From an optimization exercise on the open Yosys and OpenROAD flow, aimed at small area; shortcuts taken in it are not production practice.
The RTL was checked by simulation tests, not by an equivalence proof against the original design.
Power is estimated from default activity; no workload was simulated.

**flow/design.v**
```verilog
module wiegand_core (
    input  wire        clk,
    input  wire        rst,
    input  wire [2:0]  cfg,          
    input  wire        op_valid,
    input  wire [2:0]  op,
    input  wire        lineA,        
    input  wire        lineB,
    input  wire [31:0] now,          
    output reg         digit_valid,
    output reg  [3:0]  digit,
    output reg         code_valid,
    output reg  [23:0] code,
    output reg         data_valid,
    output reg  [23:0] data,
    output reg         state_valid,
    output reg  [7:0]  state
);
    localparam [2:0] OP_INIT  = 3'd0;
    localparam [2:0] OP_BIT   = 3'd1;
    localparam [2:0] OP_TICK  = 3'd2;
    localparam [2:0] OP_QUERY = 3'd3;
    localparam [2:0] OP_RESET = 3'd4;
    localparam [31:0] FRAME_GAP_MS = 32'd20;
    localparam [31:0] KEY_IDLE_MS  = 32'd5000;
    localparam [31:0] CODE_MAX     = 32'h00FF_FFFF;
    localparam F_INITIALIZED  = 0;
    localparam F_DATA_SENT    = 1;
    localparam F_CONNECTION   = 2;
    localparam F_LOGIC_FAULT  = 3;
    localparam F_RX_TIMEOUT   = 4;
    localparam F_BITS_FAULT   = 5;
    localparam F_PARITY1      = 6;
    localparam F_PARITY2      = 7;
    reg [25:0] frame;             
    reg [4:0]  bit_count;         
    reg [3:0]  key_bit_count;     
    reg [31:0] acc_code;          
    reg [7:0]  flags;             
    reg [7:0]  snapshot;          
    reg        first_pending;     
    reg [31:0] last_ts;           
    reg        always_send;       
    reg        byte_reorder;      
    reg        keypad_en;         
    wire is_init  = rst | (op_valid & (op == OP_INIT));
    wire is_bit   = ~rst & op_valid & (op == OP_BIT);
    wire is_tick  = ~rst & op_valid & (op == OP_TICK);
    wire is_query = ~rst & op_valid & (op == OP_QUERY);
    wire is_reset = ~rst & op_valid & (op == OP_RESET);
    wire line_a_asserted = ~lineA;
    wire line_b_asserted = ~lineB;
    wire [7:0] flags_after_reset;
    assign flags_after_reset = (8'd1 << F_INITIALIZED)
                             | ((lineA & lineB) ? (8'd1 << F_CONNECTION) : 8'd0);
    wire [31:0] elapsed   = now - last_ts;
    wire        key_idle  = (is_bit | is_tick) & (elapsed > KEY_IDLE_MS);
    wire        frame_gap = (is_bit | is_tick) & (elapsed > FRAME_GAP_MS) & (bit_count != 5'd0);
    wire [25:0] frame1   = frame_gap ? 26'd0 : frame;
    wire [4:0]  bc1      = frame_gap ? 5'd0  : bit_count;
    wire [3:0]  kbc1     = frame_gap ? 4'd0  : key_bit_count;
    wire [7:0]  flags1   = frame_gap ? flags_after_reset : flags;
    wire        logic_fault = (line_a_asserted == line_b_asserted);
    wire        bit_value   = ~logic_fault & line_b_asserted;
    reg [25:0] frame2;
    always @* begin
        frame2 = frame1;
        if (bit_value)
            frame2[bc1] = 1'b1;
    end
    wire [7:0] flags2 = flags1 | (logic_fault ? (8'd1 << F_LOGIC_FAULT) : 8'd0);
    wire [4:0] bc2    = bc1 + 5'd1;
    wire [3:0] kbc2   = keypad_en ? kbc1 + 4'd1 : kbc1;
    wire       key_step   = is_bit & keypad_en & (kbc2 == 4'd8);
    wire [3:0] key_n1     = frame2[3:0];
    wire [3:0] key_n2     = frame2[7:4];
    wire       key_agree  = (key_n1 == key_n2);
    wire       key_digit  = key_step & key_agree & (key_n1 <= 4'd9);
    wire       key_submit = key_step & key_agree & (key_n1 == 4'd11);
    wire        full_frame = is_bit & (bc2 == 5'd26);
    wire        run_emit   = frame_gap | full_frame;
    wire [25:0] ep_frame   = frame_gap ? frame : frame2;
    wire        parity1    = ^ep_frame[12:0];
    wire        parity2    = ^ep_frame[25:13];
    wire        parity_ok  = ~parity1 & parity2;
    wire        emit_data  = run_emit & parity_ok;
    wire [7:0] ep_flags;
    assign ep_flags = (frame_gap  ? (8'd1 << F_RX_TIMEOUT) : 8'd0)
                    | (frame_gap  ? (8'd1 << F_BITS_FAULT) : 8'd0)    
                    | (parity1    ? (8'd1 << F_PARITY1)    : 8'd0)
                    | (~parity2   ? (8'd1 << F_PARITY2)    : 8'd0)
                    | (parity_ok  ? (8'd1 << F_DATA_SENT)  : 8'd0);
    wire [23:0] payload = ep_frame[24:1];
    wire [23:0] aligned = byte_reorder ? {payload[7:0], payload[15:8], payload[23:16]}
                                       : payload;
    wire [31:0] acc1 = key_idle ? 32'd0 : acc_code;
    wire [31:0] acc2 = (frame_gap & parity_ok) ? 32'd0 : acc1;
    wire [31:0] acc_digit = acc2 * 32'd10 + {28'd0, key_n1};
    wire        submit_send = key_submit & (acc2 != 32'd0) & (acc2 <= CODE_MAX);
    wire key_action = key_digit | key_submit;
    wire run_reset_proc = frame_gap | key_action | full_frame | is_reset;
    reg [7:0] notify_flags;
    always @* begin
        if (frame_gap)
            notify_flags = flags | ep_flags;
        else if (full_frame)
            notify_flags = flags2 | ep_flags;
        else if (key_digit | submit_send)
            notify_flags = flags2 | (8'd1 << F_DATA_SENT);
        else if (key_submit)
            notify_flags = flags2;
        else
            notify_flags = flags;
    end
    wire notify_fire = run_reset_proc
                     & (first_pending | (notify_flags != snapshot) | always_send);
    always @(posedge clk) begin
        if (is_init) begin
            always_send   <= cfg[0];
            byte_reorder  <= cfg[1];
            keypad_en     <= cfg[2];
            acc_code      <= 32'd0;
            snapshot      <= 8'h00;
            first_pending <= 1'b1;
            last_ts       <= 32'd0;
            frame         <= 26'd0;
            bit_count     <= 5'd0;
            key_bit_count <= 4'd0;
            flags         <= flags_after_reset;
        end else begin
            if (notify_fire) begin
                snapshot      <= notify_flags;
                first_pending <= 1'b0;
            end
            if (is_bit) begin
                last_ts <= now;
                if (key_action | full_frame) begin
                    frame         <= 26'd0;
                    bit_count     <= 5'd0;
                    key_bit_count <= 4'd0;
                    flags         <= flags_after_reset;
                end else begin
                    frame         <= frame2;
                    bit_count     <= bc2;
                    key_bit_count <= key_step ? 4'd0 : kbc2;
                    flags         <= flags2;
                end
            end else if (frame_gap | is_reset) begin
                frame         <= 26'd0;
                bit_count     <= 5'd0;
                key_bit_count <= 4'd0;
                flags         <= flags_after_reset;
            end
            if (is_bit | is_tick) begin
                if (full_frame & parity_ok)
                    acc_code <= 32'd0;
                else if (key_digit)
                    acc_code <= acc_digit;
                else if (key_submit)
                    acc_code <= 32'd0;
                else
                    acc_code <= acc2;
            end
        end
    end
    always @(posedge clk) begin
        if (rst) begin
            digit_valid <= 1'b0;
            code_valid  <= 1'b0;
            data_valid  <= 1'b0;
            state_valid <= 1'b0;
        end else begin
            digit_valid <= key_digit;
            code_valid  <= submit_send;
            data_valid  <= emit_data;
            state_valid <= notify_fire | is_query;
        end
        digit <= key_n1;
        code  <= acc2[23:0];
        data  <= aligned;
        state <= is_query ? flags : notify_flags;
    end
endmodule
```
**flow/run.sh**
```bash
#!/bin/bash
# synth_recipe.tcl (not shown) runs the flow's synth.tcl, then flattens the netlist and writes it again
# the make line also repeats each setting of config.mk as NAME=value (left out here)
make -C /OpenROAD-flow-scripts/flow DESIGN_CONFIG=/design/flow/config.mk WORK_HOME=/design/flow/orfs CLKGATE_MAP_FILE= SYNTH_SCRIPT=/design/flow/synth_recipe.tcl finish
```
**flow/config.mk**
```make
export PLATFORM = sky130hd
export DESIGN_NAME = wiegand_core
export DESIGN_NICKNAME = wiegand_core
export VERILOG_FILES = /design/flow/design.v
export SDC_FILE = /design/flow/constraint.sdc
export NUM_CORES = 4
export LEC_CHECK = 0
export CAP_MARGIN = 20
export CORE_MARGIN = 2
export CORE_UTILIZATION = 40
export SLEW_MARGIN = 20
```
**flow/constraint.sdc**
```tcl
create_clock -name core_clock -period 16.0 [get_ports {clk}]
set_input_delay 3.2000 -clock core_clock [delete_from_list [all_inputs] [get_ports {clk}]]
set_output_delay 3.2000 -clock core_clock [all_outputs]
set_load 0.01 [all_outputs]
```
==> results.txt <==
## synthesized netlist by cell type, types with 27 or more instances
library cell,instances
a22o_1,32
dfxtp_1,173
inv_1,80
o21ai_0,71
xor2_1,36
mux2i_1,27
nand3_1,40
and2_1,35
nand2_1,179
ha_1,74
clkbuf_1,59
xnor2_1,77
nor2_1,126
and3_1,55
nor3_1,36
a21oi_1,121
## area by class of cell
type	instances	area, um2	share of cell area [%]
Antenna cell	1	2.50	0.0170
Clock buffer	17	425	2.89
Clock inverter	15	164	1.11
Inverter	83	312	2.12
Multi-Input combinational cell	1251	8320	56.6
Sequential cell	183	3760	25.6
Tap cell	402	503	3.42
Timing Repair Buffer	127	1220	8.28
## metrics by stage
stage	total power, uW	hold WS [ps]	instances	worst slack (ps)	utilization, %
global placement	600	394	2046	1390	45.0
finish	1010	409	2079	1510	46.9
CTS	1030	413	2078	1590	46.9
detailed placement	600	400	2046	1130	45.0
floorplan	558	419	1599	2350	-
global route	1060	415	2078	401	46.9
## report_power, final
group | internal [uW] | total [uW] | switching [uW]
sequential | 465 | 470 | 5.30
combinational | 48.1 | 121 | 73.1
clock | 209 | 423 | 214
total | 722 | 1010 | 293
## per-layer routing
metal  wire length, um  vias to the layer above  GRT usage [%]  part of all wire [%]
li1                  -                     5892              -                     -
met1             16800                     5522           28.6                    46
met2             17000                      305           36.9                    46
met3              1680                       75           3.33                   4.5
met4              1390                        0           10.4                   3.8
met5                 0                        -              0                     0
## critical path: cells and delay by family
family | cells | cell delay (ps)
buffers and inverters | 4 | 1030
adder cells (fa/ha/maj) | 6 | 1840
XOR/XNOR | 6 | 1390
AO/OA/AOI/OAI | 17 | 3750
AND/OR/NAND/NOR | 15 | 3020
multiplexers | 1 | 600
## worst paths after layout
path                            from  cells after the start                   endpoint  slack (ps)
min            flags[0]$_SDFFE_PP1P_                      0           state[0]$_DFF_P_         410
max reg2reg  last_ts[1]$_SDFFE_PP0P_                     47  acc_code[31]$_SDFFE_PP0P_        4480
max                           now[0]                     49  acc_code[31]$_SDFFE_PP0P_        1510
min reg2reg    flags[0]$_SDFFE_PP1P_                      0           state[0]$_DFF_P_         410
## sequential cells by signal (all words and copies together) (netlist names)
register / cells
first_pending: 1
data_valid: 1
last_ts: 32
state: 8
key_bit_count: 4
code_valid: 1
snapshot: 8
code: 24
data: 24
byte_reorder: 1
frame: 26
flags: 8
always_send: 1
digit: 4
digit_valid: 1
state_valid: 1
bit_count: 5
keypad_en: 1
acc_code: 32
## logic make-up after synthesis
logic type,after synthesis,synth area share (%)
xor gates and xnor gates,117,8.50
AOI/OAI and AO/OA,431,23.4
adders and majority gates,77,7.75
DFF,183,29.6
buffers and inverters,165,5.10
and+or+nand+nor,596,23.2
muxes,30,2.42
==> results.py <==
metrics = {
    "setup_path": {
        "critical_path.max_stage_delay_ps": 660,
        "critPathMaxFanout": 20,
        "cp_slowest_cell": "o41ai_1",
        "cp-start-kind": "primary input",
        "required_ps": 16360,
        "cp.arrival_ps": 14840,
        "path_class": "primary input to register",
        "worstSetupEndpointType": "register",
    },
    "cts": {
        "cts_buffer_depth": 2,
        "cts_tree": "built",
        "clock_sinks": 183,
        "clk_pin_slew_ps": 80,
        "numCtsBuffers": 17,
        "clock_latency_ps": 460,
        "cts_setup_buffers": 0,
        "post_cts_resized": 0,
        "hold_buffers": 0,
        "htreeDepth": 4,
        "ctsRootBufferMaster": "clkbuf_16",
    },
    "drt": {
        "vias": 11800,
        "drt_wl_total_mm": 36.9,
        "via_per_inst": 5.67,
        "wl_per_cell_um": 17.7,
        "ant_nets": 0,
        "first_pass_iters": 5,
        "drcViolationCount": 0,
        "drtIter0Drc": 699,
    },
    "power_and_ir_drop": {
        "ir_worst_vdd_mv": 0.0793,
        "p_leak_uw": 0.00585,
        "p_per_area_nw_per_um2": 69.0,
    },
    "grt": {
        "grt_first_pass_wirelength_mm": 59.1,
        "grt_max_degree": 65,
        "grt_pass1_vias": 11400,
        "track_usage_pct": 22.3,
        "antenna_found_initial": 0,
        "grt-ovfl-total": 0,
    },
    "sta": {
        "worst_pin_slew_ps": 1030,
        "setup_viol": 0,
        "slew_headroom_pct": 30.7,
        "fmax_ghz": 0.0690,
        "min_period_ps": 14490,
        "slew_violations": 0,
        "rsz0062_at_grt": "no",
        "finClkSkew_ps": 17.5,
        "finalHoldViolations": 0,
        "finalCritPeriodShare_pct": 90.5,
        "setup_tns_ps": 0,
    },
    "synthesis": {
        "synthArstFlopShare_pct": 0,
        "synth_edf_count": 10,
        "synth_flop_cell": "dfxtp_1",
        "syn_area_um2": 12700,
        "netlist_instances": 1599,
        "synth-seq-cells": 183,
        "syn_nets": 1719,
        "synth_top_area_cell": "dfxtp_1",
        "yosys.area.top_type_share_pct": 27.2,
        "synth.distinct_cells": 92,
        "yosys-top-cells-area": "dfxtp_1, ha_1, xnor2_1, nand2_1, a21oi_1",
        "syn_avg_cell_area_um2": 7.95,
        "synth_warnings": 1,
        "yosysSeqAreaShare_pct": 29.6,
    },
    "cells_and_area": {
        "fill_cells": 3125,
        "final_area_um2": 14700,
        "final_common_cell": "nand2_1",
        "drive_gt1_share_pct": 6.50,
        "final_nets": 1783,
        "syn_to_final_growth_pct": 15.7,
        "final_cell_mix": "nand2_1, dfxtp_1, nor2_1",
    },
    "floorplanning": {
        "die_w_um": 182,
        "fp.dieH_um": 182,
        "io_pins": 107,
        "rows": 65,
        "start_util_pct": 40.5,
        "die_area_um2": 33200,
        "core_area_um2": 31400,
    },
    "placement": {
        "dpl_cell_area_um2": 14100,
        "hpwl_mm": 27.7,
        "gp_congestion": 0.930,
        "numPortBuffers": 106,
    },
    "flow_run": {
        "cap_violations": 0,
    },
    "run_status": {
        "status": "finished clean",
    },
    "min_path": {
        "hold_path_class": "register to register",
    },
}

[separate check: timing with driven ports]
In the flow no input, the clock included, has a driving cell. The finished layout below was timed again as built, in two steps.
Step 1 sets driving cells, clkbuf_16 on the clock port and buf_2 on the other inputs (assumed; they add their load-dependent delay and slew).
Step 2 times the ports against the registers' clock, not the clock port: input delays grow and output delays shrink by t, the midpoint of the rising clock arrivals with the driver on.
Three values: no drivers, after step 1, after step 2; two values: the first two.
t (ns): 0.497
slack for setup (ns): 1.514 / 1.538 / 1.041
pins driven straight from the clock port: 1
After both steps setup and hold are still met in this run. The setup slack of this run moves by +0.024 ns with the drivers and by -0.473 ns with both steps.
